Source: an optimization exercise on an open RTL-to-GDS flow (aim: small area, a short achievable clock period and few clock cycles). Production flows keep margins and buffers that such runs may drop.
Only simulation tests tie the RTL to the original design; equivalence was not proved.
No activity file was given, so power comes from the tool's default toggle rates.

==> run C: inputs <==
Design dab_fv, start of the top module:
module dab_fv (
    input  wire        clk,
    input  wire        rst,           
    input  wire        req_valid,
    output wire        req_ready,
    input  wire [31:0] req_cw,
    input  wire [63:0] req_opa,
    input  wire [63:0] req_opb,
    output reg         rsp_valid,
    output reg  [3:0]  rsp_status,
    output reg  [63:0] rsp_res
);
==> flow/config.mk <==
export PLATFORM = sky130hd
export DESIGN_NAME = dab_fv
export DESIGN_NICKNAME = dab_fv
export VERILOG_FILES = /design/flow/design.v
export SDC_FILE = /design/flow/constraint.sdc
export NUM_CORES = 4
export LEC_CHECK = 0
export CAP_MARGIN = 30
export CELL_PAD_IN_SITES_DETAIL_PLACEMENT = 1
export CELL_PAD_IN_SITES_GLOBAL_PLACEMENT = 2
export CORE_MARGIN = 2
export CORE_UTILIZATION = 20
export CTS_CLUSTER_DIAMETER = 100
export CTS_CLUSTER_SIZE = 20
export PLACE_DENSITY = 0.45
export SLEW_MARGIN = 40
==> flow/constraint.sdc <==
create_clock -name core_clock -period 12.0 [get_ports {clk}]
set_input_delay 2.4000 -clock core_clock [delete_from_list [all_inputs] [get_ports {clk}]]
set_output_delay 2.4000 -clock core_clock [all_outputs]
set_load 0.01 [all_outputs]
standard.sh (not shown) runs the stock make flow with config.mk's settings and CLKGATE_MAP_FILE= SYNTH_SCRIPT=/design/flow/synth_recipe.tcl, a recipe that flattens the netlist after the stock synthesis.
==> flow/flow/run.sh <==
#!/bin/bash
set -euo pipefail
bash standard.sh SETUP_SLACK_MARGIN=9 finish > layout.log 2>&1
==> run P: changes against run C <==
--- a/flow/design.v
+++ b/flow/design.v
@@ -159,22 +159,18 @@
     reg  [3:0]  q_mq;            
     genvar gk;
     wire [10:0] wr_end  = {1'b0, bbwr} + {4'd0, q_cw[6:0]};
     wire        e_cmd   = q_valid & (op_left == 4'd0);
     wire        wr_ok   = e_cmd & q_cmd[C_WR] & ~q_wbad & ~q_wovf;
     wire        bb_zero = rst_q | (e_cmd & q_cmd[C_BRST]);
-    wire [10:0] nx_bbwr = bb_zero ? 11'd0 : wr_ok ? wr_end : {1'b0, bbwr};
-    wire [10:0] nx_free = 11'd512 - nx_bbwr;
-    wire [10:0] cs_a    = {1'b0, req_opa[9:0]};
-    wire [10:0] cs_b    = {1'b0, req_opb[9:0]};
-    wire [10:0] cs_c    = ~nx_bbwr;
-    wire [10:0] cs_s    = cs_a ^ cs_b ^ cs_c;
-    wire [11:0] cs_y    = {(cs_a & cs_b) | (cs_a & cs_c) | (cs_b & cs_c), 1'b0};
-    wire [12:0] cs_t    = {2'b00, cs_s} + {1'b0, cs_y};
-    wire        i_rbad  = (|req_opa[63:10]) | (|req_opb[63:10]) | (cs_t[12:11] != 2'b00);
-    wire        i_wovf  = {4'd0, iw[6:0]} > nx_free;
+    wire [10:0] i_sum   = {1'b0, req_opa[9:0]} + {1'b0, req_opb[9:0]};
+    wire        i_rbad  = (|req_opa[63:10]) | (|req_opb[63:10]) |
+                          (bb_zero ? (i_sum != 11'd0) : wr_ok ? (i_sum > wr_end) : (i_sum > {1'b0, bbwr}));
+    wire [10:0] i_wend0 = {1'b0, bbwr} + {4'd0, iw[6:0]};
+    wire [10:0] i_wend1 = wr_end + {4'd0, iw[6:0]};
+    wire        i_wovf  = ~bb_zero & (wr_ok ? (i_wend1 > 11'd512) : (i_wend0 > 11'd512));
     wire [2:0]  i_sid   = iw[2:0];
     wire        i_fwd   = q_valid & q_cmd[C_MCFG] & (q_cw[7:3] == 5'd0) &
                           ~(q_cw[8] & (q_opa[2:0] != 3'd0)) & (q_cw[2:0] == i_sid);
     wire [9:0]  i_plen  = rst_q ? 10'd0 : i_fwd ? (q_opa_hi ? 10'd1023 : q_opa[9:0]) : sc_plen[i_sid];
     wire        i_phc   = ~rst_q & (i_fwd ? q_cw[8] : sc_hc[i_sid]);
     wire        i_pcfgd = ~rst_q & (i_fwd | sc_cfgd[i_sid]);
==> flow/flow/run.sh (replaced) <==
#!/bin/bash
set -euo pipefail
bash standard.sh SETUP_SLACK_MARGIN=7.5 finish > layout.log 2>&1
==> qor summary <==
| metric | run P | run C |
|---|---|---|
| Core Rows | 273 | 272 |
| Met1 track demand over resource in global routing | 0.2715 | 0.2732 |
| Power Sequential | 11.6 mW | 11.7 mW |
| Power per standard cell area | 252.4 mW/mm2 | 264.3 mW/mm2 |
| Run status | no timing/DRC/antenna violations | no timing/DRC/antenna violations |
| Area of the multi-input gates | 0.04477 mm2 | 0.05002 mm2 |
| Pin count of the biggest net entering global routing | 126 | 80 |
| Hold Crit Start | g_st[2]$_DFF_P_ | f_ficnew$_SDFF_PP0_ |
| Flip-flop and latch share of the layout cell area | 0.4969 | 0.4541 |
| Adder-cell share of the synthesized area | 0.02548 | 0.02344 |
| Cell area after layout | 0.1316 mm2 | 0.1446 mm2 |
| Worst-Skew Late Latency | 0.97 ns | 0.95 ns |
| Required time of the worst setup path | 12.78 ns | 12.80 ns |
| Switching pwr | 14.24 mW | 16.05 mW |
| Non-clock buffering overhead in the final layout | 0.04988 | 0.09643 |
| Total chip power | 33.22 mW | 38.22 mW |
| Routed wirelength normalized by instance count | 33.75 um | 34.03 um |
| Last weighted congestion value of the routability-driven placer | 0.8688 | 0.8669 |
| Logic depth of the worst path, buffers included | 16 | 11 |
Testbench counts of run C, summed over its fixed seeds: cycles 4,569.
Testbench counts of run P, summed over its fixed seeds: cycles 4,569.

[separate check: timing with driven ports]
The flow's constraints put no driver on any port. The routed layouts listed below were extracted and timed again, unchanged, in two steps.
Step 1 sets driving cells, clkbuf_16 on the clock port and buf_2 on the other inputs (assumed; they add their load-dependent delay and slew).
Step 2 moves the port delays by t, midway between the first and last clock arrival at a register: inputs arrive t later, outputs are due t later. That takes back most of the time a late clock gives input paths.
Slacks: no drivers / after step 1 / after step 2; pairs: no drivers / after step 1.
run	t, ns	setup slack, ns	worst setup path at the end
run C	1.047	7.853 / 7.950 / 6.902	input to register
run P	1.054	7.358 / 7.445 / 6.391	input to register
After both steps setup and hold are still met in every run listed. For run P, which loses most, drivers alone change the setup slack by +0.087 ns; drivers and shift together by -0.967 ns.
